Source: an optimization exercise on an open RTL-to-GDS flow (aim: a short achievable clock period and few clock cycles). Production flows keep margins and buffers that such runs may drop.
No functional check of the RTL was part of any run shown here.
Power is estimated from default activity; no workload was simulated.

==> design/flow/design.v <==
module wblsm_core (
    input  wire        clk,
    input  wire        rst,
    input  wire [31:0] prog_len,
    output wire [31:0] prog_addr,
    input  wire [31:0] prog_data,
    output wire [1:0]  status,
    output wire [2:0]  cause,
    output wire [31:0] result,
    output wire [4:0]  depth
);
    localparam ST_RUN   = 2'd0;
    localparam ST_END   = 2'd1;
    localparam ST_PANIC = 2'd2;
    localparam ST_FAULT = 2'd3;
    localparam C_NONE      = 3'd0;
    localparam C_DIV_ZERO  = 3'd1;
    localparam C_MEM_RANGE = 3'd2;
    localparam C_STACK_OVF = 3'd3;
    localparam C_FRAME_OVF = 3'd4;
    localparam O_LOAD  = 0;
    localparam O_WRITE = 1;
    localparam O_LC0   = 2;
    localparam O_LC1   = 3;
    localparam O_DUP   = 4;
    localparam O_POP   = 5;
    localparam O_JUMP  = 6;
    localparam O_CALL  = 7;
    localparam O_RET   = 8;
    localparam O_PANIC = 9;
    localparam O_ADD   = 10;
    localparam O_SUB   = 11;
    localparam O_MUL   = 12;
    localparam O_DIV   = 13;
    localparam O_MOD   = 14;
    reg [31:0] pa;               
    reg [31:0] da;               
    reg        dv;               
    reg [31:0] plen_q;
    reg [31:0] ea;               
    reg        ev;               
    reg        eend;             
    reg [14:0] eop;              
    reg        epre;             
    reg [1:0]  status_q;
    reg [2:0]  cause_q;
    reg [31:0] res_q;
    reg [4:0]  dep_q;
    reg [4:0]  sp;               
    reg [31:0] T;                
    reg [31:0] N;                
    reg [447:0] sh;              
    reg [3:0]  fp;               
    reg [4:0]  fb_top;           
    reg [31:0] fr_top;
    reg [34:0] fa_b;             
    reg [223:0] fa_r;            
    reg [511:0] mem;             
    reg        pend;             
    reg [31:0] m_r0, m_r1, m_r2, m_r3;
    reg        dbusy;
    reg [4:0]  dcnt;
    reg [31:0] dq;               
    reg [31:0] dr;               
    reg [31:0] db1;
    reg [33:0] db3;
    reg        dmod;
    assign prog_addr = pa;
    assign status    = status_q;
    assign cause     = cause_q;
    assign result    = res_q;
    assign depth     = dep_q;
    wire        d_isop = (prog_data[31:5] == 27'd0) && (prog_data[4:0] <= 5'd14);
    wire [14:0] d_op   = d_isop ? (15'd1 << prog_data[4:0]) : 15'd0;
    wire        d_end  = (da >= plen_q);
    wire run  = (status_q == ST_RUN);
    wire has1 = (sp != 5'd0);
    wire has2 = (sp >= 5'd2);
    wire full = (sp == 5'd16);
    wire [31:0] rd3  = sh[31:0];
    wire [31:0] rd4  = sh[63:32];
    wire        dup_ok  = (T[31:4] == 28'd0) && (T[3:0] != 4'd15);
    wire [3:0]  dup_i   = T[3:0] - 4'd1;
    wire [31:0] dup_val = !dup_ok ? 32'd0 : (T[3:0] == 4'd0) ? N : sh[32*dup_i +: 32];
    wire        load_bad  = (T > 32'd60);
    wire        write_bad = (N > 32'd60);
    wire [543:0] mem_x    = {32'd0, mem};
    wire [31:0] ld_w0     = mem_x[32*T[5:2] +: 32];
    wire [31:0] ld_w1     = mem_x[32*T[5:2] + 32 +: 32];
    wire [63:0] ld_pair   = {ld_w1, ld_w0} >> {T[1:0], 3'b000};
    wire [31:0] load_val  = ld_pair[31:0];
    wire [63:0] st_pair   = {32'd0, T} << {N[1:0], 3'b000};
    wire [7:0]  st_mask   = 8'b0000_1111 << N[1:0];
    wire [31:0] add_val = N + T;
    wire [31:0] sub_val = N - T;
    wire        has_frm  = (fp != 4'd0);
    wire        ffull    = (fp == 4'd8);
    wire        trunc    = (sp > fb_top);
    wire        trunc2   = (sp > fb_top + 5'd1);     
    wire [4:0]  fb_next  = fa_b[4:0];            
    wire [31:0] fr_next  = fa_r[31:0];
    wire [31:0] ea1 = ea + 32'd1;
    function [4:0] lz2f;
        input [31:0] a;
        integer j;
        begin
            lz2f = 5'd16;
            for (j = 0; j < 16; j = j + 1)
                if (a[2*j +: 2] != 2'b00) lz2f = 5'd15 - j[4:0];
        end
    endfunction
    wire [4:0]  d_lz  = lz2f(N);
    wire [31:0] d_nsh = N << {d_lz, 1'b0};
    function [63:0] csa;         
        input [31:0] x, y, z;
        begin
            csa = {((x & y) | (x & z) | (y & z)) << 1, x ^ y ^ z};
        end
    endfunction
    reg [31:0] a0 [0:31];
    reg [31:0] a1 [0:21];
    reg [31:0] a2 [0:14];
    reg [31:0] a3 [0:9];
    reg [31:0] a4 [0:6];
    reg [31:0] a5 [0:4];
    reg [31:0] m_s0, m_s1, m_s2, m_s3;
    integer i;
    always @* begin
        for (i = 0; i < 32; i = i + 1)
            a0[i] = T[i] ? (N << i) : 32'd0;
        for (i = 0; i < 10; i = i + 1)
            {a1[2*i+1], a1[2*i]} = csa(a0[3*i], a0[3*i+1], a0[3*i+2]);
        a1[20] = a0[30]; a1[21] = a0[31];
        for (i = 0; i < 7; i = i + 1)
            {a2[2*i+1], a2[2*i]} = csa(a1[3*i], a1[3*i+1], a1[3*i+2]);
        a2[14] = a1[21];
        for (i = 0; i < 5; i = i + 1)
            {a3[2*i+1], a3[2*i]} = csa(a2[3*i], a2[3*i+1], a2[3*i+2]);
        for (i = 0; i < 3; i = i + 1)
            {a4[2*i+1], a4[2*i]} = csa(a3[3*i], a3[3*i+1], a3[3*i+2]);
        a4[6] = a3[9];
        for (i = 0; i < 2; i = i + 1)
            {a5[2*i+1], a5[2*i]} = csa(a4[3*i], a4[3*i+1], a4[3*i+2]);
        a5[4] = a4[6];
        {m_s1, m_s0} = csa(a5[0], a5[1], a5[2]);
        m_s2 = a5[3]; m_s3 = a5[4];
    end
    wire [31:0] mul_val = m_r0 + m_r1 + m_r2 + m_r3;
    wire [33:0] d_x  = {dr, dq[31:30]};
    wire [34:0] d_m1 = {1'b0, d_x} - {3'b0, db1};
    wire [34:0] d_m2 = {1'b0, d_x} - {2'b0, db1, 1'b0};
    wire [34:0] d_m3 = {1'b0, d_x} - {1'b0, db3};
    reg  [31:0] d_nr;
    reg  [1:0]  d_qd;
    always @* begin
        if (!d_m3[34])      begin d_nr = d_m3[31:0]; d_qd = 2'd3; end
        else if (!d_m2[34]) begin d_nr = d_m2[31:0]; d_qd = 2'd2; end
        else if (!d_m1[34]) begin d_nr = d_m1[31:0]; d_qd = 2'd1; end
        else                begin d_nr = d_x[31:0];  d_qd = 2'd0; end
    end
    reg        stall, redir;
    reg [31:0] tgt;
    reg [4:0]  sp_n;
    reg [31:0] T_n, N_n;
    reg        sh_dn, sh_up1, sh_up2;    
    reg        mem_w;
    reg        call_w, ret_w;
    reg        pend_n;
    reg [1:0]  st_n;
    reg [2:0]  ca_n;
    reg        div_start, div_step, div_done;
    wire is_push = eop[O_LC0] | eop[O_LC1];
    wire [31:0] push_c = {31'd0, eop[O_LC1]};
    always @* begin
        stall = 1'b0; redir = 1'b0; tgt = T;
        sp_n = sp; T_n = T; N_n = N;
        sh_dn = 1'b0; sh_up1 = 1'b0; sh_up2 = 1'b0; mem_w = 1'b0; call_w = 1'b0; ret_w = 1'b0;
        pend_n = 1'b0;
        st_n = ST_RUN; ca_n = C_NONE;
        div_start = 1'b0; div_step = 1'b0; div_done = 1'b0;
        if (pend) begin
            if (is_push && !full) begin
                sh_dn = 1'b1;
                N_n = mul_val;
                T_n = push_c;
                sp_n = sp + 5'd1;
            end else begin
                T_n = mul_val;
                stall = ev;
            end
        end else if (dbusy) begin
            if (dcnt == 5'd16) begin
                div_done = 1'b1;
                T_n = dmod ? dr : dq;
                N_n = rd3; sh_up1 = 1'b1;
                sp_n = sp - 5'd1;
            end else begin
                div_step = 1'b1;
                stall = 1'b1;
            end
        end else begin
            if (eend) st_n = ST_END;
            if (eop[O_LOAD] && has1) begin
                if (load_bad) begin st_n = ST_FAULT; ca_n = C_MEM_RANGE; end
                else T_n = load_val;
            end
            if (eop[O_WRITE] && has2) begin
                if (write_bad) begin st_n = ST_FAULT; ca_n = C_MEM_RANGE; end
                else begin
                    mem_w = 1'b1;
                    T_n = rd3; N_n = rd4; sp_n = sp - 5'd2; sh_up2 = 1'b1;
                end
            end
            if (is_push) begin
                if (full) begin st_n = ST_FAULT; ca_n = C_STACK_OVF; end
                else begin
                    sh_dn = 1'b1;
                    N_n = T; T_n = push_c; sp_n = sp + 5'd1;
                end
            end
            if (eop[O_DUP] && has1) T_n = dup_val;
            if (epre) begin redir = 1'b1; tgt = ea1; end
            if ((eop[O_POP] || eop[O_JUMP]) && has1) begin
                T_n = N; N_n = rd3; sp_n = sp - 5'd1; sh_up1 = 1'b1;
                if (eop[O_JUMP] && T != ea) begin redir = !epre; tgt = T; end
            end
            if (eop[O_CALL] && has1) begin
                if (ffull) begin st_n = ST_FAULT; ca_n = C_FRAME_OVF; end
                else begin
                    T_n = N; N_n = rd3; sp_n = sp - 5'd1; sh_up1 = 1'b1;
                    call_w = 1'b1;
                    if (T != ea) begin redir = !epre; tgt = T; end
                end
            end
            if (eop[O_RET] && has_frm) begin
                if (trunc) begin
                    T_n = N; N_n = rd3; sp_n = sp - 5'd1; sh_up1 = 1'b1;
                end
                if (trunc2) begin
                    stall = 1'b1; redir = 1'b0;
                end else begin
                    ret_w = 1'b1;
                    if (fr_top != ea) begin redir = !epre; tgt = fr_top; end
                end
            end
            if (eop[O_PANIC]) st_n = ST_PANIC;
            if (eop[O_ADD] && has2) begin T_n = add_val; N_n = rd3; sp_n = sp - 5'd1; sh_up1 = 1'b1; end
            if (eop[O_SUB] && has2) begin T_n = sub_val; N_n = rd3; sp_n = sp - 5'd1; sh_up1 = 1'b1; end
            if (eop[O_MUL] && has2) begin pend_n = 1'b1; N_n = rd3; sp_n = sp - 5'd1; sh_up1 = 1'b1; end
            if ((eop[O_DIV] || eop[O_MOD]) && has2) begin
                if (T == 32'd0) begin st_n = ST_FAULT; ca_n = C_DIV_ZERO; end
                else begin div_start = 1'b1; stall = 1'b1; end
            end
        end
    end
    wire [3:0]  fp_n   = call_w ? fp + 4'd1 : ret_w ? fp - 4'd1 : fp;
    wire        d_xfer = dv && !d_end &&
                         (((d_op[O_JUMP] || d_op[O_CALL]) && sp_n != 5'd0) ||
                          (d_op[O_RET] && fp_n != 4'd0));
    wire [31:0] fr_top_n = call_w ? ea1 : ret_w ? fr_next : fr_top;
    wire [31:0] d_tgt  = d_op[O_RET] ? fr_top_n : T_n;
    wire end_now = (st_n == ST_RUN) && !stall && !redir && !pend_n &&
                   dv && d_end;
    wire [1:0] status_n = end_now ? ST_END : st_n;
    integer k;
    always @(posedge clk) begin
        plen_q <= prog_len;
        m_r0 <= m_s0; m_r1 <= m_s1; m_r2 <= m_s2; m_r3 <= m_s3;
        if (rst) begin
            pa       <= 32'd0;
            da       <= 32'd0;
            dv       <= 1'b0;
            ev       <= 1'b0;
            eend     <= 1'b0;
            eop      <= 15'd0;
            epre     <= 1'b0;
            ea       <= 32'd0;
            status_q <= ST_RUN;
            cause_q  <= C_NONE;
            sp       <= 5'd0;
            T        <= 32'd0;
            N        <= 32'd0;
            fp       <= 4'd0;
            mem      <= 512'd0;
            sh       <= 448'd0;
            pend     <= 1'b0;
            dbusy    <= 1'b0;
            dcnt     <= 5'd0;
        end else if (run) begin
            status_q <= status_n;
            cause_q  <= ca_n;
            res_q    <= T_n;
            dep_q    <= sp_n;
            sp   <= sp_n;
            T    <= T_n;
            N    <= N_n;
            pend <= pend_n;
            if (sh_dn)       sh <= {sh[415:0], N};
            else if (sh_up1) sh <= {32'd0, sh[447:32]};
            else if (sh_up2) sh <= {64'd0, sh[447:64]};
            if (call_w) begin
                fp     <= fp + 4'd1;
                fb_top <= sp - 5'd1;
                fr_top <= ea1;
                fa_b <= {fa_b[29:0], fb_top};
                fa_r <= {fa_r[191:0], fr_top};
            end
            if (ret_w) begin
                fp     <= fp - 4'd1;
                fb_top <= fb_next;
                fr_top <= fr_next;
                fa_b   <= {5'd0, fa_b[34:5]};
                fa_r   <= {32'd0, fa_r[223:32]};
            end
            if (mem_w)
                for (k = 0; k < 64; k = k + 1) begin
                    if (k[5:2] == N[5:2] && st_mask[k[1:0]])
                        mem[8*k +: 8] <= st_pair[8*k[1:0] +: 8];
                    if (k[5:2] == N[5:2] + 4'd1 && k[5:2] != 4'd0 && st_mask[4 + k[1:0]])
                        mem[8*k +: 8] <= st_pair[32 + 8*k[1:0] +: 8];
                end
            if (div_start) begin
                dbusy <= 1'b1;
                dcnt  <= d_lz;
                dq    <= d_nsh;
                dr    <= 32'd0;
                db1   <= T;
                db3   <= {2'b0, T} + {1'b0, T, 1'b0};
                dmod  <= eop[O_MOD];
            end else if (div_step) begin
                dr   <= d_nr;
                dq   <= {dq[29:0], d_qd};
                dcnt <= dcnt + 5'd1;
            end else if (div_done) begin
                dbusy <= 1'b0;
            end
            da <= pa;
            if (redir) begin
                pa <= tgt;
                dv <= 1'b0;
                ev <= 1'b0;
                eop <= 15'd0;
                eend <= 1'b0;
                epre <= 1'b0;
            end else if (stall) begin
                pa <= ea1;
                dv <= 1'b0;
                epre <= 1'b0;
            end else begin
                pa   <= d_xfer ? d_tgt : pa + 32'd1;
                dv   <= !d_xfer;
                epre <= d_xfer;
                ev   <= dv;
                eend <= dv & d_end;
                eop  <= (dv & ~d_end) ? d_op : 15'd0;
                ea   <= da;
            end
        end
    end
endmodule
==> design/flow/flow/run.sh <==
#!/bin/bash
# Standard synthesis, then the standard layout with timing repair aimed
# below the design's period (a larger setup margin).
set -euo pipefail
bash standard.sh synth > synth.log 2>&1
bash standard.sh SETUP_SLACK_MARGIN=8.5 finish > layout.log 2>&1
==> design/flow/standard.sh <==
#!/bin/bash
# synth_recipe.tcl (not shown) runs the flow's synth.tcl, then flattens the netlist and writes it again
# the make line also repeats each setting of config.mk as NAME=value (left out here)
make -C /OpenROAD-flow-scripts/flow DESIGN_CONFIG=/design/flow/config.mk WORK_HOME=/design/flow/orfs CLKGATE_MAP_FILE= SYNTH_SCRIPT=/design/flow/synth_recipe.tcl "${@:-finish}"
==> design/flow/config.mk <==
export PLATFORM = sky130hd
export DESIGN_NAME = wblsm_core
export DESIGN_NICKNAME = wblsm_core
export VERILOG_FILES = /design/flow/design.v
export SDC_FILE = /design/flow/constraint.sdc
export NUM_CORES = 8
export LEC_CHECK = 0
export ABC_CLOCK_PERIOD_IN_PS = 3000
export CAP_MARGIN = 20
export CORE_MARGIN = 2
export CORE_UTILIZATION = 35
export PLACE_DENSITY = 0.55
export SLEW_MARGIN = 20
==> design/flow/constraint.sdc <==
create_clock -name core_clock -period 12.0 [get_ports {clk}]
set_input_delay 2.4000 -clock core_clock [delete_from_list [all_inputs] [get_ports {clk}]]
set_output_delay 2.4000 -clock core_clock [all_outputs]
set_load 0.01 [all_outputs]
==> impl_metrics.ini, run 1 <==
[outcome]
status = complete, no violations

[logic_synthesis]
yosysMostFrequentCell = nand2_1
synth_commonest_cells = nand2_1 (2695), nor2_1 (1794), a21oi_1 (1447), dfxtp_1 (1260), clkbuf_1 (1010)
synth.net_count = 15300
synth_largest_area_cell = dfxtp_1
synthSimpleGateAreaFrac_pct = 19.4
synth-main-ff-cell = dfxtp_1
ys_warn_count = 7
synthArstFlopShare_pct = 0
synth_compound_area_share_pct = 19.9
syn_area_um2 = 119000
synth_top_family_by_area = compound AO/OA/AOI/OAI gates
synth_cells = 14400
ys_seq_area_share_pct = 32.9
synth_cell_types = 103
ys_ff_latch = 1723
synthXorXnorAreaFrac_pct = 2.58
synth_edf_count = 463
synth.top_cells.by_area = dfxtp_1 (21%), edfxtp_1 (12%), nand2_1 (8.5%)
synth_top_area_share_pct = 21.2
avgSynthCellArea_um2 = 8.24
synthAdderAreaFrac_pct = 11.2
synth_mux_area_share_pct = 8.32

[floorplan]
die_h_um = 587
die-area_um2 = 345000
ios = 140
start_util_pct = 35.1
die_w_um = 587
coreArea_um2 = 339000
fp-row-count = 214

[worst_hold_path]
hold_depth = 2
hold_class = reg -> reg

[layout]
drive_gt1_share_pct = 25.0
regArea_um2 = 39400
fin_nets = 16000
area_growth_pct = 33.8
multiInputGateArea_um2 = 82200
fillers = 31900
final_cell_area_um2 = 159000
final_util_pct = 47.0

[grt]
grt_pass1_vias = 116000
grt_usage_pct = 34.4
antenna_found_initial = 51
grt_start_max_net_pins = 121
grt.overflow.total = 0
grt_pass1_wl_mm = 871

[power_and_ir_drop]
ir_drop_mv = 0.134
powerDensity_nw_per_um2 = 84.1
power.total_mw = 13.4
p_leak_nw = 58.7
clockPowerShare_pct = 50.6
combPwrFrac_pct = 4.9
p_sw_mw = 3.38
p_int_mw = 10.0
swShare_pct = 25.2
p_seq_share_pct = 44.6

[clocking]
cts_max_path_buffers = 4
clk_pin_slew_ns = 0.07
cts.sinks = 1723
cts_root_buffer = clkbuf_16
clock_latency_ns = 1.03
htreeDepth = 4
numCtsBuffers = 208
cts_tree = yes

[flow_run]
cap_violations = 0

[placed_design]
dpl-instance-area_um2 = 125000
io_buffers = 139
hpwl_mm = 348
gp_congestion = 1.08
dp_slack_ns = 5.69

[worst_setup_path]
end_kind = flip-flop
critPathRequiredTime_ns = 12.88
cp_max_fo = 5
crit_path_start_kind = flip-flop
worstPathArrival_ns = 5.53
r2r_cells = 20
crit_type = reg -> reg

[route]
drt_iter0_drc = 19400
antenna_left = 0
firstDrtPassIters = 12
drcViolationCount = 0
dr_total_vias = 126000
routedWlPerCell_um = 31.4
viasPerCell = 6.35
routed_wl_mm = 623

[timing]
relSlewSlack_pct = 8.12
worstMarginPinSlew_ns = 1.38
slew_violations = 0
hold_viol = 0
setup_viol = 0
postLayoutSetupSlackWorst_ns = 7.35
period_minus_slack_ns = 4.65
rsz0062_at_grt = true
final.setup.tns_ns = 0
fin_skew_ns = 0.170
period_share_pct = 38.8
timing.fmax_mhz = 215
==> final cells by class <==
cell class	count	area share [%]
sequential	1723	24.7
multi-input combinational	10900	51.6
clock inverter	95	0.735
clock buffer	288	3.70
timing repair buffer	1583	14.0
timing repair inverter	3	0.0165
antenna	31	0.0487
tap	4536	3.56
inverter	620	1.55
==> per-layer routing <==
| metal | global-route usage [%] | up-vias | wire length [µm] |
|---|---|---|---|
| met5 | 0.512 | - | 771 |
| met4 | 23.0 | 46 | 54700 |
| met3 | 14.0 | 2587 | 92200 |
| met2 | 47.5 | 9376 | 245000 |
| met1 | 43.7 | 61500 | 230000 |
| li1 | - | 52400 | - |
==> cell families after synthesis <==
logic type | Yosys count
buffers and inverters | 1803
AOI/OAI and AO/OA | 3649
xor gates and xnor gates | 351
adders and majority gates | 811
muxes | 604
and+or+nand+nor | 5508
DFF | 1723
==> timing repair <==
action                                  in CTS  in global routing
cloned                                     250                 16
buffers inserted                           630                223
gates resized for setup                   2838                489
hold buffers                                 0                  0
endpoints found under the setup margin    2042               1395
pin swaps                                  478                270
endpoints found under the hold margin        0                  0
==> power groups by stage <==
stage	clock, mW	sequential, mW	combinational [mW]
finish	6.78	5.98	0.650
global route	7.03	5.98	0.661
detailed placement	0	6.12	0.452
global placement	0	6.12	0.456
floorplan	0	6.11	0.254
CTS	6.81	5.98	0.588
==> state kept, by name (all words and copies together) (netlist names), 5 cells and up <==
| register | count |
|---|---|
| pa | 32 |
| N | 32 |
| T | 32 |
| m_r1 | 25 |
| dep_q | 5 |
| db1 | 31 |
| sh | 448 |
| fa_b | 35 |
| sp | 5 |
| fr_top | 32 |
| eop | 15 |
| plen_q | 32 |
| dr | 32 |
| fb_top | 5 |
| fa_r | 224 |
| dq | 32 |
| db3 | 34 |
| da | 32 |
| m_r2 | 10 |
| m_r0 | 32 |
| mem | 512 |
| dcnt | 5 |
| ea | 32 |
| res_q | 32 |
==> through the flow <==
stage	std cells	hold WS, ns
after global placement	18300	0.440
after floorplan	14400	0.431
final	19800	0.454
after detailed placement	18300	0.447
after CTS	19500	0.455
after global routing	19800	0.470
==> layout by cell type, fill, tap and decap left out, drive strengths merged, types with 206 or more instances in the layout <==
cell	synthesis	routed
a211oi	389	389
o21ai	469	470
a21oi	1447	1448
mux2i	268	268
nand2	2695	2697
o211ai	206	206
inv	620	626
a311oi	487	487
clkbuf	1012	303
ha	391	391
buf	171	1451
dfxtp	1260	1260
and2	355	357
edfxtp	463	463
fa	420	420
mux4	306	306
nor2	1796	1797
==> final timing paths <==
path                                  to      from  slack (ns)
worst min register to register  mem[447]  mem[447]        0.45
worst max register to register     pa[3]      T[3]        7.35
worst max-delay path               pa[3]      T[3]        7.35
worst min-delay path            mem[447]  mem[447]        0.45
==> worst max-delay path, cell delays in order, from the launching register on <==
cell and delay [ns]:
dfxtp_4 0.52, buf_12 0.15, buf_6 0.09, buf_12 0.09, buf_8 0.11, buf_16 0.12
buf_12 0.12, buf_6 0.10, buf_16 0.13, mux4_2 0.50, mux2i_1 0.14, mux2_4 0.23
mux2i_4 0.15, o211ai_1 0.73, buf_4 0.35, a21oi_4 0.09, nor3_4 0.31, o21ai_4 0.13
a21o_1 0.17, a21oi_1 0.15, o32ai_1 0.09
==> inputs of run 2 (changes only) <==
--- a/design/flow/design.v
+++ b/design/flow/design.v
@@ -49,4 +49,6 @@
     reg [4:0]  sp;               
     reg [31:0] T;                
+    reg [5:0]  Tl;               
+    reg [31:0] Tm, Nm;           
     reg [31:0] N;                
     reg [447:0] sh;              
@@ -81,12 +83,12 @@
     wire [31:0] rd4  = sh[63:32];
     wire        dup_ok  = (T[31:4] == 28'd0) && (T[3:0] != 4'd15);
-    wire [3:0]  dup_i   = T[3:0] - 4'd1;
-    wire [31:0] dup_val = !dup_ok ? 32'd0 : (T[3:0] == 4'd0) ? N : sh[32*dup_i +: 32];
+    wire [479:0] below  = {sh, N};
+    wire [31:0] dup_val = dup_ok ? below[32*Tl[3:0] +: 32] : 32'd0;
     wire        load_bad  = (T > 32'd60);
     wire        write_bad = (N > 32'd60);
     wire [543:0] mem_x    = {32'd0, mem};
-    wire [31:0] ld_w0     = mem_x[32*T[5:2] +: 32];
-    wire [31:0] ld_w1     = mem_x[32*T[5:2] + 32 +: 32];
-    wire [63:0] ld_pair   = {ld_w1, ld_w0} >> {T[1:0], 3'b000};
+    wire [31:0] ld_w0     = mem_x[32*Tl[5:2] +: 32];
+    wire [31:0] ld_w1     = mem_x[32*Tl[5:2] + 32 +: 32];
+    wire [63:0] ld_pair   = {ld_w1, ld_w0} >> {Tl[1:0], 3'b000};
     wire [31:0] load_val  = ld_pair[31:0];
     wire [63:0] st_pair   = {32'd0, T} << {N[1:0], 3'b000};
@@ -118,31 +120,37 @@
         end
     endfunction
-    reg [31:0] a0 [0:31];
-    reg [31:0] a1 [0:21];
-    reg [31:0] a2 [0:14];
-    reg [31:0] a3 [0:9];
-    reg [31:0] a4 [0:6];
-    reg [31:0] a5 [0:4];
+    reg [31:0] a0 [0:16];
+    reg [31:0] a1 [0:11];
+    reg [31:0] a2 [0:7];
+    reg [31:0] a3 [0:5];
     reg [31:0] m_s0, m_s1, m_s2, m_s3;
+    reg [2:0]  bd;
+    reg [31:0] bm;
     integer i;
     always @* begin
-        for (i = 0; i < 32; i = i + 1)
-            a0[i] = T[i] ? (N << i) : 32'd0;
-        for (i = 0; i < 10; i = i + 1)
+        a0[16] = 32'd0;
+        for (i = 0; i < 16; i = i + 1) begin
+            bd = {Tm[2*i+1], Tm[2*i], (i == 0) ? 1'b0 : Tm[2*i-1]};
+            case (bd)
+            3'b001, 3'b010: bm = Nm;
+            3'b011:         bm = Nm << 1;
+            3'b100:         bm = ~(Nm << 1);
+            3'b101, 3'b110: bm = ~Nm;
+            3'b111:         bm = 32'hFFFF_FFFF;
+            default:        bm = 32'd0;
+            endcase
+            a0[i] = bm << (2*i);
+            a0[16][2*i] = bd[2];
+        end
+        for (i = 0; i < 5; i = i + 1)
             {a1[2*i+1], a1[2*i]} = csa(a0[3*i], a0[3*i+1], a0[3*i+2]);
-        a1[20] = a0[30]; a1[21] = a0[31];
-        for (i = 0; i < 7; i = i + 1)
+        a1[10] = a0[15]; a1[11] = a0[16];
+        for (i = 0; i < 4; i = i + 1)
             {a2[2*i+1], a2[2*i]} = csa(a1[3*i], a1[3*i+1], a1[3*i+2]);
-        a2[14] = a1[21];
-        for (i = 0; i < 5; i = i + 1)
-            {a3[2*i+1], a3[2*i]} = csa(a2[3*i], a2[3*i+1], a2[3*i+2]);
-        for (i = 0; i < 3; i = i + 1)
-            {a4[2*i+1], a4[2*i]} = csa(a3[3*i], a3[3*i+1], a3[3*i+2]);
-        a4[6] = a3[9];
         for (i = 0; i < 2; i = i + 1)
-            {a5[2*i+1], a5[2*i]} = csa(a4[3*i], a4[3*i+1], a4[3*i+2]);
-        a5[4] = a4[6];
-        {m_s1, m_s0} = csa(a5[0], a5[1], a5[2]);
-        m_s2 = a5[3]; m_s3 = a5[4];
+            {a3[2*i+1], a3[2*i]} = csa(a2[3*i], a2[3*i+1], a2[3*i+2]);
+        a3[4] = a2[6]; a3[5] = a2[7];
+        {m_s1, m_s0} = csa(a3[0], a3[1], a3[2]);
+        {m_s3, m_s2} = csa(a3[3], a3[4], a3[5]);
     end
     wire [31:0] mul_val = m_r0 + m_r1 + m_r2 + m_r3;
@@ -294,4 +302,7 @@
             sp   <= sp_n;
             T    <= T_n;
+            Tl   <= T_n[5:0];
+            Tm   <= T_n;
+            Nm   <= N_n;
             N    <= N_n;
             pend <= pend_n;
--- a/design/flow/config.mk
+++ b/design/flow/config.mk
@@ -9,5 +9,5 @@
 export CAP_MARGIN = 20
 export CORE_MARGIN = 2
-export CORE_UTILIZATION = 35
-export PLACE_DENSITY = 0.55
+export CORE_UTILIZATION = 45
+export PLACE_DENSITY = 0.65
 export SLEW_MARGIN = 20
==> run 2 against run 1 <==
  * Hold slack got worse by 0.0073 ns
  * Sequential share of layout area fell by 0.17 points
  * Die area fell by 19%
  * Register-to-register slack improved by 0.11 ns
  * Combinational power rose to 11 times the previous value
  * Count of clock-buffer cells in the layout rose by 11
  * Utilization rose by 14 points
  * Cell area rose by 3.9%
  * Clock skew fell by 0.050 ns
  * Cell count rose by 0.32%
  * Critical endpoint is now pa[20]
==> impl_metrics.ini, run 2 <==
[layout]
mostFrequentLayoutCell = nand2_1
fin_nets = 16700
drive_gt1_share_pct = 26.7
top_register = mem
area_growth_pct = 34.3
largest_reg_flops = 512
stdcell_count = 19900
final_cell_area_um2 = 166000
final_cell_mix = nand2_1 (2528), nor2_1 (1962), a21oi_1 (1583), dfxtp_1 (1224), buf_4 (743)
reg_top3 = mem (512), sh (448), fa_r (224)

[logic_synthesis]
synth_cell_types = 106
synth_cells = 15500
avgSynthCellArea_um2 = 7.94
synth_top_area_share_pct = 20.8
synth_commonest_cells = nand2_1 (2620), nor2_1 (2149), a21oi_1 (1782), dfxtp_1 (1281), clkbuf_1 (1103)
syn_area_um2 = 123000
synth_largest_area_cell = dfxtp_1
synth_edf_count = 495
synth.net_count = 16200
yosysMostFrequentCell = nand2_1
synthArstFlopShare_pct = 0
ys_ff_latch = 1776
ys_warn_count = 5
synth.top_cells.by_area = dfxtp_1 (21%), edfxtp_1 (12%), nand2_1 (8.0%)
synth-main-ff-cell = dfxtp_1
ys_seq_area_share_pct = 32.9

[worst_setup_path]
path_cells = buf_12 > buf_6 > buf_6 > buf_12 > buf_12 > buf_16 > buf_6 > buf_8 > mux4_2 > mux2_4 > mux2i_2 > o221ai_2 > nor2_2 > a211oi_4 > a2111o_1 > a31o_4 > a21oi_4 > a211o_1 > a211oi_2
worstPathArrival_ns = 5.37
crit_type = reg -> reg
cp_max_fo = 8
r2r_slack_ns = 7.45
end_kind = flip-flop
cp_slowest_cell = mux4_2
r2r_cells = 19
critPathRequiredTime_ns = 12.83
max_stage_delay_ns = 0.53
crit_path_start_kind = flip-flop

[floorplan]
fp-row-count = 192
coreArea_um2 = 273000
die_h_um = 527
die-area_um2 = 278000
start_util_pct = 45.1
ios = 140
die_w_um = 527

[route]
antenna_left = 0
firstDrtPassIters = 10
routed_wl_mm = 655
routedWlPerCell_um = 33.0
viasPerCell = 6.95
dr_total_vias = 138000
drt_iter0_drc = 23400
drcViolationCount = 0

[placed_design]
dp.cells = 18200
dp_slack_ns = 5.52
io_buffers = 139
dpl-instance-area_um2 = 127000
hpwl_mm = 356
gp_congestion = 1.08

[timing]
slew_violations = 0
final.setup.tns_ns = 0
relSlewSlack_pct = 9.34
timing.fmax_mhz = 220
postLayoutSetupSlackWorst_ns = 7.45
period_minus_slack_ns = 4.55
rsz0062_at_grt = true
fin_skew_ns = 0.121
setup_viol = 0
period_share_pct = 37.9
worstMarginPinSlew_ns = 1.36
hold_viol = 0

[worst_hold_path]
hold_depth = 2
hold_class = reg -> reg

[clocking]
htreeDepth = 4
cts_max_path_buffers = 4
cts_hold_buf = 0
clock_latency_ns = 1.01
clk_pin_slew_ns = 0.06
cts_root_buffer = clkbuf_16
cts_tree = yes
cts.sinks = 1776
numCtsBuffers = 206

[flow_run]
cap_violations = 0

[grt]
antenna_found_initial = 49
grt_usage_pct = 41.5
grt.overflow.total = 0
grt_pass1_wl_mm = 859
grt_pass1_vias = 119000
grt_start_max_net_pins = 138

[power_and_ir_drop]
ir_drop_mv = 0.326
p_leak_nw = 60.7
power.total_mw = 20.3
powerDensity_nw_per_um2 = 123

[outcome]
status = complete, no violations
## run 2: changes by cell type after synthesis, sizes merged, moves of 134 or more
cell,before,now
o211ai,206,68
fa,420,206
a21oi,1447,1783
inv,620,455
o22ai,27,191
buf,171,305
and2,355,98
a211oi,389,641
nor2,1796,2149
## run 2: layer usage
metal / track usage, % / wire length, µm / up-vias
li1: - / - / 57000
met1: 53.1 / 228000 / 65500
met2: 56.8 / 252000 / 11800
met3: 16.2 / 107000 / 3778
met4: 29.0 / 67300 / 68
met5: 1.66 / 1090 / -
## run 2: worst max-delay path, delay by kind of cell (launching register included)
family,cells,cell delay (ns)
mux,3,1.01
compound gates,7,1.61
flops,1,0.43
simple gates,1,0.23
buf+inv,8,1.09
## run 2: logic make-up after synthesis
| group | share of synthesized area (%) |
|---|---|
| mux | 7.78 |
| fa+ha+maj | 7.65 |
| buf+inv | 5.97 |
| flops | 32.9 |
| compound gates | 24.1 |
| xor+xnor | 2.71 |
| simple gates | 18.9 |
## run 2: final timing paths
kind | from | end
worst min register to register | mem[216] | mem[216]
worst min-delay path | mem[216] | mem[216]
worst max register to register | Tl[3] | pa[20]
worst max-delay path | Tl[3] | pa[20]
## run 2: final cells by class
cell class / count / area, µm²
Clock buffer: 299 / 6040
Multi-Input combinational cell: 11900 / 87300
Sequential cell: 1776 / 40700
Fill cell: 22400 / 108000
Timing Repair Buffer: 1756 / 24100
Inverter: 464 / 1910
Timing Repair inverter: 5 / 43.8
Antenna cell: 31 / 77.6
Clock inverter: 81 / 880
Tap cell: 3589 / 4490
## run 2: per-stage QoR
stage,utilization [%],hold slack (ns)
after floorplan,-,0.366
after detailed placement,46.5,0.441
after CTS,55.5,0.449
after global routing,60.6,0.465
after global placement,46.5,0.435
final,60.6,0.446
## run 2: repair_timing
action	4_1_cts	5_1_grt
gates cloned	164	180
hold endpoints to repair	0	0
setup endpoints to repair	2192	1570
buffers inserted	565	339
gates resized for setup	2474	1581
pin swaps	434	562
## run 2: power breakdown
| part | internal [mW] | switching (mW) | total [mW] |
|---|---|---|---|
| logic | 2.93 | 4.34 | 7.27 |
| clock network | 3.72 | 2.93 | 6.65 |
| registers | 6.31 | 0.0970 | 6.41 |
==> inputs of run 3 (changes only) <==
--- a/design/flow/design.v
+++ b/design/flow/design.v
@@ -60,5 +60,5 @@
     reg [511:0] mem;             
     reg        pend;             
-    reg [31:0] m_r0, m_r1, m_r2, m_r3;
+    reg [31:0] m_r0, m_r1, m_r2, m_r3, m_r4, m_r5;
     reg        dbusy;
     reg [4:0]  dcnt;
@@ -73,6 +73,8 @@
     assign result    = res_q;
     assign depth     = dep_q;
-    wire        d_isop = (prog_data[31:5] == 27'd0) && (prog_data[4:0] <= 5'd14);
-    wire [14:0] d_op   = d_isop ? (15'd1 << prog_data[4:0]) : 15'd0;
+    wire        d_hi0  = (prog_data[31:5] == 27'd0);
+    wire [14:0] d_op   = d_hi0 ? (15'd1 << prog_data[4:0]) : 15'd0;
+    wire        d_jc   = d_hi0 && (prog_data[4:1] == 4'b0011);      
+    wire        d_rt   = d_hi0 && (prog_data[4:0] == 5'd8);         
     wire        d_end  = (da >= plen_q);
     wire run  = (status_q == ST_RUN);
@@ -124,5 +126,4 @@
     reg [31:0] a2 [0:7];
     reg [31:0] a3 [0:5];
-    reg [31:0] m_s0, m_s1, m_s2, m_s3;
     reg [2:0]  bd;
     reg [31:0] bm;
@@ -151,8 +152,11 @@
             {a3[2*i+1], a3[2*i]} = csa(a2[3*i], a2[3*i+1], a2[3*i+2]);
         a3[4] = a2[6]; a3[5] = a2[7];
-        {m_s1, m_s0} = csa(a3[0], a3[1], a3[2]);
-        {m_s3, m_s2} = csa(a3[3], a3[4], a3[5]);
     end
-    wire [31:0] mul_val = m_r0 + m_r1 + m_r2 + m_r3;
+    wire [31:0] b0, b1, b2, b3, b4, b5, b6, b7;
+    assign {b1, b0} = csa(m_r0, m_r1, m_r2);
+    assign {b3, b2} = csa(m_r3, m_r4, m_r5);
+    assign {b5, b4} = csa(b0, b1, b2);
+    assign {b7, b6} = csa(b4, b5, b3);
+    wire [31:0] mul_val = b6 + b7;
     wire [33:0] d_x  = {dr, dq[31:30]};
     wire [34:0] d_m1 = {1'b0, d_x} - {3'b0, db1};
@@ -263,9 +267,13 @@
     end
     wire [3:0]  fp_n   = call_w ? fp + 4'd1 : ret_w ? fp - 4'd1 : fp;
-    wire        d_xfer = dv && !d_end &&
-                         (((d_op[O_JUMP] || d_op[O_CALL]) && sp_n != 5'd0) ||
-                          (d_op[O_RET] && fp_n != 4'd0));
+    wire        x_ok   = dv && !d_end && !redir && !stall;
+    wire        jc_ok  = x_ok && (sp_n != 5'd0);
+    wire        rt_ok  = x_ok && (fp_n != 4'd0);
+    wire        d_xfer = (d_jc && jc_ok) || (d_rt && rt_ok);
     wire [31:0] fr_top_n = call_w ? ea1 : ret_w ? fr_next : fr_top;
-    wire [31:0] d_tgt  = d_op[O_RET] ? fr_top_n : T_n;
+    wire [31:0] d_tgt  = prog_data[3] ? fr_top_n : T_n;
+    wire [31:0] pa_base = redir ? tgt : stall ? ea1 : pa + 32'd1;
+    wire        ld_go  = !redir && !stall && dv && !d_end;
+    wire        hold   = stall && !redir;
     wire end_now = (st_n == ST_RUN) && !stall && !redir && !pend_n &&
                    dv && d_end;
@@ -274,5 +282,17 @@
     always @(posedge clk) begin
         plen_q <= prog_len;
-        m_r0 <= m_s0; m_r1 <= m_s1; m_r2 <= m_s2; m_r3 <= m_s3;
+        m_r0 <= a3[0]; m_r1 <= a3[1]; m_r2 <= a3[2];
+        m_r3 <= a3[3]; m_r4 <= a3[4]; m_r5 <= a3[5];
+        if (rst) begin
+            Tl <= 6'h3F;
+            Tm <= 32'hFFFF_FFFF;
+            Nm <= 32'hFFFF_FFFF;
+        end else begin
+            Tl <= T_n[5:0];
+            if (run) begin
+                Tm <= T_n;
+                Nm <= N_n;
+            end
+        end
         if (rst) begin
             pa       <= 32'd0;
@@ -302,7 +322,4 @@
             sp   <= sp_n;
             T    <= T_n;
-            Tl   <= T_n[5:0];
-            Tm   <= T_n;
-            Nm   <= N_n;
             N    <= N_n;
             pend <= pend_n;
@@ -347,22 +364,14 @@
             end
             da <= pa;
+            pa   <= d_xfer ? d_tgt : pa_base;
+            dv   <= !redir && !stall && !d_xfer;
+            epre <= d_xfer;
+            eop  <= (d_op & {15{ld_go}}) | (eop & {15{hold}});
             if (redir) begin
-                pa <= tgt;
-                dv <= 1'b0;
-                ev <= 1'b0;
-                eop <= 15'd0;
+                ev   <= 1'b0;
                 eend <= 1'b0;
-                epre <= 1'b0;
-            end else if (stall) begin
-                pa <= ea1;
-                dv <= 1'b0;
-                epre <= 1'b0;
-            end else begin
-                pa   <= d_xfer ? d_tgt : pa + 32'd1;
-                dv   <= !d_xfer;
-                epre <= d_xfer;
+            end else if (!stall) begin
                 ev   <= dv;
                 eend <= dv & d_end;
-                eop  <= (dv & ~d_end) ? d_op : 15'd0;
                 ea   <= da;
             end
==> run 3 against run 2 <==
  * Still clean
  * Register-to-register slack improved by 0.02 ns
  * Maximum frequency is 0.39% higher
  * Setup slack improved by 0.017 ns
  * Global-route usage shrank 3.0 points
  * Synthesized cell count rose by 5.9%
  * Die area rose by 4.0%
  * Wire length down 7.8%
  * Combinational power up 91%
  * First-iteration DRC count fell by 12%
  * Largest cell class unchanged
==> impl_metrics.ini, run 3 <==
[grt]
grt_start_max_net_pins = 121
grt_pass1_vias = 118000
met2_usage_pct = 54.9
grt_util_met3_pct = 11.5
grt.overflow.total = 0
top_usage_layer = met2
use_met1_pct = 50.4
antenna_found_initial = 33
grt_pass1_wl_mm = 835
grt_usage_pct = 38.5

[clocking]
numCtsBuffers = 211
cts_tree = yes
htreeDepth = 4
clock_latency_ns = 0.97
cts_root_buffer = clkbuf_16
clk_pin_slew_ns = 0.07
cts_max_path_buffers = 4
cts.sinks = 1837
cts_hold_buf = 0

[worst_setup_path]
critPathRequiredTime_ns = 12.74
r2r_cells = 17
crit_path_start_kind = flip-flop
cp_max_fo = 3
timing.rr.end = Tm[24]
r2r_start = m_r2[14]
crit_type = reg -> reg
end_kind = flip-flop
r2r_slack_ns = 7.47
worstPathArrival_ns = 5.27

[logic_synthesis]
synth_top_area_share_pct = 21.5
yosysMostFrequentCell = nand2_1
avgSynthCellArea_um2 = 7.80
synth_cells = 16400
synth_cell_types = 115
ys_seq_area_share_pct = 32.3
synth_largest_area_cell = dfxtp_1
synth_commonest_cells = nand2_1 (3089), nor2_1 (2206), a21oi_1 (1764), dfxtp_1 (1374), clkbuf_1 (1205)
ys_warn_count = 5
synth-main-ff-cell = dfxtp_1
synth.net_count = 17100
syn_area_um2 = 128000
synthArstFlopShare_pct = 0
ys_ff_latch = 1837
synth.top_cells.by_area = dfxtp_1 (21%), edfxtp_1 (11%), nand2_1 (9.0%)
synth_edf_count = 463

[layout]
fin_nets = 17200
area_growth_pct = 24.2
mostFrequentLayoutCell = nand2_1
drive_gt1_share_pct = 19.3
largest_reg_flops = 512
final_util_pct = 56.3
final_cell_mix = nand2_1 (3033), nor2_1 (2084), a21oi_1 (1664), dfxtp_1 (1247), o21ai_0 (722)
reg_top3 = mem (512), sh (448), fa_r (224)
top_register = mem

[floorplan]
fp-row-count = 195
start_util_pct = 45.3
die-area_um2 = 289000
die_w_um = 538
die_h_um = 538
coreArea_um2 = 283000
ios = 140

[timing]
relSlewSlack_pct = 9.72
rsz0062_at_grt = true
timing.fmax_mhz = 221
period_minus_slack_ns = 4.53
fin_skew_ns = 0.114
final.setup.tns_ns = 0
hold_viol = 0
slew_violations = 0
period_share_pct = 37.7
setup_viol = 0
worstMarginPinSlew_ns = 1.35

[route]
drcViolationCount = 0
viasPerCell = 6.61
firstDrtPassIters = 10
dr_total_vias = 136000
routed_wl_mm = 604
routedWlPerCell_um = 29.4
drt_iter0_drc = 20700
antenna_left = 0

[power_and_ir_drop]
p_leak_nw = 58.7
ir_drop_mv = 1.06
swShare_pct = 40.3
clockPowerShare_pct = 24.9
p_int_mw = 16.4
combPwrFrac_pct = 50.6
p_seq_share_pct = 24.5
powerDensity_nw_per_um2 = 172
p_sw_mw = 11.0

[outcome]
status = complete, no violations

[worst_hold_path]
hold_depth = 2
hold_start = mem[351]
holdPathEnd = mem[351]
hold_class = reg -> reg

[placed_design]
io_buffers = 139
hpwl_mm = 351
gp_congestion = 1.10

[flow_run]
cap_violations = 0
run 3: cell types whose count changed after synthesis, moves of 40 or more:
cell	previous run	this run
maj3_1	66	217
clkbuf_1	1103	1205
dfxtp_1	1281	1374
a22oi_1	128	17
mux4_2	258	306
o211ai_1	67	197
a221oi_1	145	41
o21ai_0	404	835
a211oi_1	641	557
nor2_1	2149	2206
inv_1	453	493
nand2_1	2620	3089
o31ai_1	123	39
run 3: per-stage QoR:
stage                     cells  hold slack, ns  cell area (µm²)  power (mW)  setup WS, ns
after floorplan           16400           0.329           129000        11.2          4.38
after global placement    19200           0.435           132000        14.2          6.08
final                     20500           0.451           159000        27.4          7.47
after global routing      20500           0.463           159000        27.8          7.46
after detailed placement  19200           0.442           132000        14.2          6.01
after CTS                 20200           0.440           153000        25.0          7.58
run 3: per-layer routing:
| layer | part of all wire [%] | vias to the layer above |
|---|---|---|
| met5 | 0.073 | - |
| met4 | 8.2 | 26 |
| met3 | 14 | 2469 |
| met2 | 41 | 10000 |
| met1 | 37 | 64500 |
| li1 | - | 58600 |
run 3: cells by family (layout without fill, tap and decap cells):
logic type	after synthesis	in the layout	synth area share (%)
buf+inv	2003	2303	6.19
other cells	0	18	0
xor+xnor	395	395	2.70
mux	664	664	8.22
compound gates	4641	4646	22.7
fa+ha+maj	796	796	8.55
flops	1837	1837	32.3
simple gates	6097	6108	19.3
run 3: worst max-delay path by stage:
| stage | startpoint | to | slack, ns | cells after the start |
|---|---|---|---|---|
| after floorplan | rst | fa_b[0] | 4.38 | 4 |
| after global placement | T[30] | T[16] | 6.08 | 15 |
| after detailed placement | sp[0] | sh[310] | 6.01 | 15 |
| after CTS | m_r2[23] | res_q[30] | 7.58 | 18 |
| after global routing | m_r2[14] | Tm[24] | 7.46 | 17 |
| final | m_r2[14] | Tm[24] | 7.47 | 17 |
run 3: layout make-up:
| cell class | count | area (µm²) |
|---|---|---|
| Fill cell | 24800 | 124000 |
| Clock inverter | 95 | 1120 |
| Antenna cell | 18 | 45.0 |
| Tap cell | 3743 | 4680 |
| Clock buffer | 290 | 5950 |
| Timing Repair inverter | 3 | 28.8 |
| Sequential cell | 1837 | 41800 |
| Inverter | 496 | 2000 |
| Multi-Input combinational cell | 12600 | 85700 |
| Timing Repair Buffer | 1419 | 17900 |
run 3: worst max-delay path, stage by stage, from the launching register on:
cell       delay (ns)
dfxtp_2          0.32
fa_2             0.59
fa_2             0.47
ha_4             0.18
ha_4             0.21
a211oi_2         0.21
nand2_1          0.12
a2111oi_4        0.42
a211oi_2         0.14
nor2_2           0.23
o21ai_2          0.10
a21oi_4          0.19
xnor2_4          0.15
a221oi_4         0.32
o31ai_2          0.13
buf_6            0.19
nor2_4           0.27
o21ai_1          0.11
run 3: what timing repair did:
action | 4_1_cts | 5_1_grt
resized for setup | 1879 | 634
cloned | 110 | 85
pin swaps | 352 | 288
endpoints found under the setup margin | 2153 | 1512
setup buffers | 499 | 236
run 3: power groups by stage:
stage | logic (mW) | registers [mW] | clock network (mW)
detailed placement | 7.28 | 6.88 | 0
finish | 13.9 | 6.72 | 6.83
floorplan | 4.44 | 6.75 | 0
CTS | 11.5 | 6.72 | 6.82
global route | 14.0 | 6.74 | 7.04
global placement | 7.28 | 6.89 | 0
==> inputs of run 4 (changes only) <==
--- a/design/flow/design.v
+++ b/design/flow/design.v
@@ -218,15 +218,15 @@
             end
             if (eop[O_WRITE] && has2) begin
+                mem_w = 1'b1; N_n = rd4; sh_up2 = 1'b1;
                 if (write_bad) begin st_n = ST_FAULT; ca_n = C_MEM_RANGE; end
                 else begin
-                    mem_w = 1'b1;
-                    T_n = rd3; N_n = rd4; sp_n = sp - 5'd2; sh_up2 = 1'b1;
+                    T_n = rd3; sp_n = sp - 5'd2;
                 end
             end
             if (is_push) begin
+                sh_dn = 1'b1; N_n = T;
                 if (full) begin st_n = ST_FAULT; ca_n = C_STACK_OVF; end
                 else begin
-                    sh_dn = 1'b1;
-                    N_n = T; T_n = push_c; sp_n = sp + 5'd1;
+                    T_n = push_c; sp_n = sp + 5'd1;
                 end
             end
@@ -238,7 +238,8 @@
             end
             if (eop[O_CALL] && has1) begin
+                N_n = rd3; sh_up1 = 1'b1;
                 if (ffull) begin st_n = ST_FAULT; ca_n = C_FRAME_OVF; end
                 else begin
-                    T_n = N; N_n = rd3; sp_n = sp - 5'd1; sh_up1 = 1'b1;
+                    T_n = N; sp_n = sp - 5'd1;
                     call_w = 1'b1;
                     if (T != ea) begin redir = !epre; tgt = T; end
--- a/design/flow/config.mk
+++ b/design/flow/config.mk
@@ -9,5 +9,5 @@
 export CAP_MARGIN = 20
 export CORE_MARGIN = 2
-export CORE_UTILIZATION = 45
-export PLACE_DENSITY = 0.65
+export CORE_UTILIZATION = 52
+export PLACE_DENSITY = 0.7
 export SLEW_MARGIN = 20
==> run 4 against run 3 <==
  * Utilization is 6.9 points higher
  * Clock skew shrank 0.00091 ns
  * Sequential cell count unchanged
  * Maximum frequency grew 0.21%
  * Register-to-register slack about the same
  * Cell count decreased by 3.6%
  * Setup slack gained 0.0096 ns
  * Critical endpoint is now T[31]
  * First-iteration DRC count rose by 4.6%
  * Clock power shrank 0.6%
  * Critical path depth grew 1
  * Via count decreased by 0.92%
==> impl_metrics.ini, run 4 <==
[outcome]
status = complete, no violations

[grt]
grt.overflow.total = 0
grt_pass1_wl_mm = 805
grt_start_max_net_pins = 136
antenna_found_initial = 32
grt_pass1_vias = 117000
grt_usage_pct = 42.7

[logic_synthesis]
synth_commonest_cells = nand2_1 (2984), nor2_1 (2264), a21oi_1 (1720), dfxtp_1 (1374), clkbuf_1 (1155)
synth_top_family_by_area = compound AO/OA/AOI/OAI gates
synth_largest_area_cell = dfxtp_1
synth_cells = 16400
ys_seq_area_share_pct = 32.4
syn_area_um2 = 128000
synth_compound_area_share_pct = 22.6
synth_edf_count = 463
avgSynthCellArea_um2 = 7.82
synthSimpleGateAreaFrac_pct = 19.3
synthArstFlopShare_pct = 0
synth_cell_types = 114
synth_top_area_share_pct = 21.5
synth.top_cells.by_area = dfxtp_1 (21%), edfxtp_1 (11%), nand2_1 (8.8%)
ys_ff_latch = 1837
yosysMostFrequentCell = nand2_1
ys_warn_count = 5
synth_mux_area_share_pct = 8.47
synth-main-ff-cell = dfxtp_1
synthXorXnorAreaFrac_pct = 2.55
synth.net_count = 17000
synthAdderAreaFrac_pct = 8.57

[worst_setup_path]
cp_max_fo = 4
crit_path_start_kind = flip-flop
critPathRequiredTime_ns = 12.80
crit_type = reg -> reg
cp_slowest_cell = fa_1
path_cells = fa_1 > fa_1 > ha_4 > ha_4 > a21oi_4 > o311ai_2 > a21o_1 > a211oi_4 > a21oi_4 > a221oi_4 > buf_12 > buf_6 > o21ai_2 > a311o_1 > o211ai_1 > buf_6 > nor2_1 > a211oi_1
max_stage_delay_ns = 0.55
end_kind = flip-flop
worstPathArrival_ns = 5.32

[clocking]
clock_latency_ns = 0.94
cts_hold_buf = 0
cts_root_buffer = clkbuf_16
htreeDepth = 4
cts_tree = yes
clk_pin_slew_ns = 0.07
numCtsBuffers = 206
cts_max_path_buffers = 3
cts.sinks = 1837

[route]
antenna_left = 0
drt_iter0_drc = 21600
firstDrtPassIters = 10
wl_met2_mm = 234
wl_met3_mm = 84.9
viasPerCell = 6.80
top_layer = met5
routed_wl_mm = 581
drcViolationCount = 0
routedWlPerCell_um = 29.4
met1_length_mm = 211
dr_total_vias = 134000

[placed_design]
hpwl_mm = 343
gp_congestion = 1.08
io_buffers = 139
dp.cells = 18600
dpl-instance-area_um2 = 131000

[power_and_ir_drop]
clockPowerShare_pct = 23.6
ir_drop_mv = 0.772
p_seq_share_pct = 23.4
powerDensity_nw_per_um2 = 186
combPwrFrac_pct = 53.0
swShare_pct = 42.2
p_leak_nw = 58.0
power.total_mw = 28.8
p_sw_mw = 12.2
p_int_mw = 16.6

[timing]
slew_violations = 0
relSlewSlack_pct = 12.5
final.setup.tns_ns = 0
fin_skew_ns = 0.113
rsz0062_at_grt = true
setup_viol = 0
timing.fmax_mhz = 221
worstMarginPinSlew_ns = 1.30
period_share_pct = 37.7
hold_viol = 0
period_minus_slack_ns = 4.52

[flow_run]
cap_violations = 0

[floorplan]
die-area_um2 = 250000
ios = 140
coreArea_um2 = 245000
die_w_um = 500
die_h_um = 500
start_util_pct = 52.2
fp-row-count = 182

[layout]
drive_gt1_share_pct = 17.7
fin_nets = 17000
mostFrequentLayoutCell = nand2_1
final_cell_area_um2 = 155000
stdcell_count = 19800
final_cell_mix = nand2_1 (2919), nor2_1 (2154), a21oi_1 (1617), dfxtp_1 (1255), o21ai_0 (736)
largest_reg_flops = 512
area_growth_pct = 21.2
top_register = mem
final_util_pct = 63.2
reg_top3 = mem (512), sh (448), fa_r (224)

[worst_hold_path]
hold_class = reg -> reg
==> run 4: cell types whose count changed in the layout (fill, tap and decap cells not counted), sizes merged, moves of 16 or more <==
| cell | before | now |
|---|---|---|
| xnor2 | 260 | 195 |
| a21o | 92 | 67 |
| nor2b | 84 | 63 |
| a211oi | 559 | 503 |
| nor2 | 2210 | 2267 |
| buf | 1253 | 1100 |
| nand2 | 3093 | 2985 |
| clkbuf | 384 | 353 |
| o21ai | 861 | 913 |
| xor2 | 135 | 175 |
| a21oi | 1770 | 1720 |
| and2 | 68 | 94 |
| mux2 | 52 | 36 |
==> run 4: worst paths after layout <==
| kind | endpoint | start | cells after the start | slack (ns) |
|---|---|---|---|---|
| max reg2reg | T[31] | m_r0[14] | 18 | 7.48 |
| max | T[31] | m_r0[14] | 18 | 7.48 |
| min | mem[251] | mem[251] | 2 | 0.45 |
| min reg2reg | mem[251] | mem[251] | 2 | 0.45 |
==> run 4: per-stage QoR <==
step | setup slack (ns) | hold slack, ns
floorplan | 4.38 | 0.329
global placement | 5.98 | 0.438
detailed placement | 5.92 | 0.441
CTS | 7.58 | 0.453
global route | 7.38 | 0.468
finish | 7.48 | 0.454
==> run 4: what timing repair did <==
item                        CTS  global route
cloned                       85            63
setup buffers               396           210
pin swaps                   283           264
resized for setup          1663           606
setup endpoints to repair  2206          1680
==> run 4: layer usage <==
layer,global-route usage [%],up-vias
li1,-,58100
met1,55.6,63500
met2,60.1,10200
met3,13.7,2555
met4,29.0,28
met5,0,-
==> run 4: layout make-up <==
class | count | area [µm²]
fill | 20300 | 90200
clock buffer | 292 | 5940
timing repair inverter | 3 | 26.3
sequential | 1837 | 41700
clock inverter | 96 | 1270
antenna | 29 | 72.6
multi-input combinational | 12500 | 84300
inverter | 510 | 2080
tap | 3220 | 4030
timing repair buffer | 1245 | 15600
==> run 4: power by group through the flow <==
stage               sequential (mW)  clock, mW  combinational [mW]
CTS                            6.72       6.77                12.4
detailed placement             6.88          0                9.02
global route                   6.74       7.02                15.4
finish                         6.73       6.79                15.3
floorplan                      6.76          0                5.25
global placement               6.87          0                8.94
==> run 4: critical path: cells and delay by family (launching register included) <==
family	cells	cell delay, ns
AO/OA/AOI/OAI	10	2.03
buffers and inverters	3	0.49
AND/OR/NAND/NOR	1	0.06
adder cells (fa/ha/maj)	4	1.53
flip-flops	1	0.32
==> run 4: logic make-up (layout without fill, tap and decap cells) <==
kind of cell               Yosys count  count (layout)
other                                0              29
and+or+nand+nor                   6076            6085
DFF                               1837            1837
AOI/OAI and AO/OA                 4608            4609
adders and majority gates          796             796
buffers and inverters             1995            2146
muxes                              674             674
xor gates and xnor gates           371             371

[port drivers added, routing unchanged]
How much do the figures lean on ideal ports? The routed layouts below were timed once more, with nothing changed but the port constraints.
Step 1 sets driving cells, clkbuf_16 on the clock port and buf_2 on the other inputs (assumed; they add their load-dependent delay and slew).
Step 2 times the ports against the registers' clock, not the clock port: input delays grow and output delays shrink by t, the midpoint of the rising clock arrivals with the driver on.
Slacks: ideal / step 1 / step 2; pairs: ideal / step 1.
| run | shift t [ns] | setup WS [ns] | worst hold slack (ns) | clock arrival spread, ns | worst data-port slew with drivers (ns) |
|---|---|---|---|---|---|
| run 1 | 1.047 | 7.348 / 7.348 / 6.900 | 0.454 / 0.454 / 0.454 | 0.171 / 0.171 | 0.06 |
| run 2 | 1.054 | 7.455 / 7.394 / 6.667 | 0.446 / 0.446 / 0.446 | 0.129 / 0.129 | 0.06 |
| run 3 | 1.014 | 7.472 / 7.472 / 7.098 | 0.451 / 0.451 / 0.451 | 0.117 / 0.117 | 0.09 |
| run 4 | 0.979 | 7.482 / 7.482 / 6.963 | 0.454 / 0.454 / 0.454 | 0.113 / 0.112 | 0.08 |
After both steps every run listed still meets setup and hold. The setup slack of run 2, which loses most, moves by -0.061 ns with the drivers and by -0.788 ns with both steps.
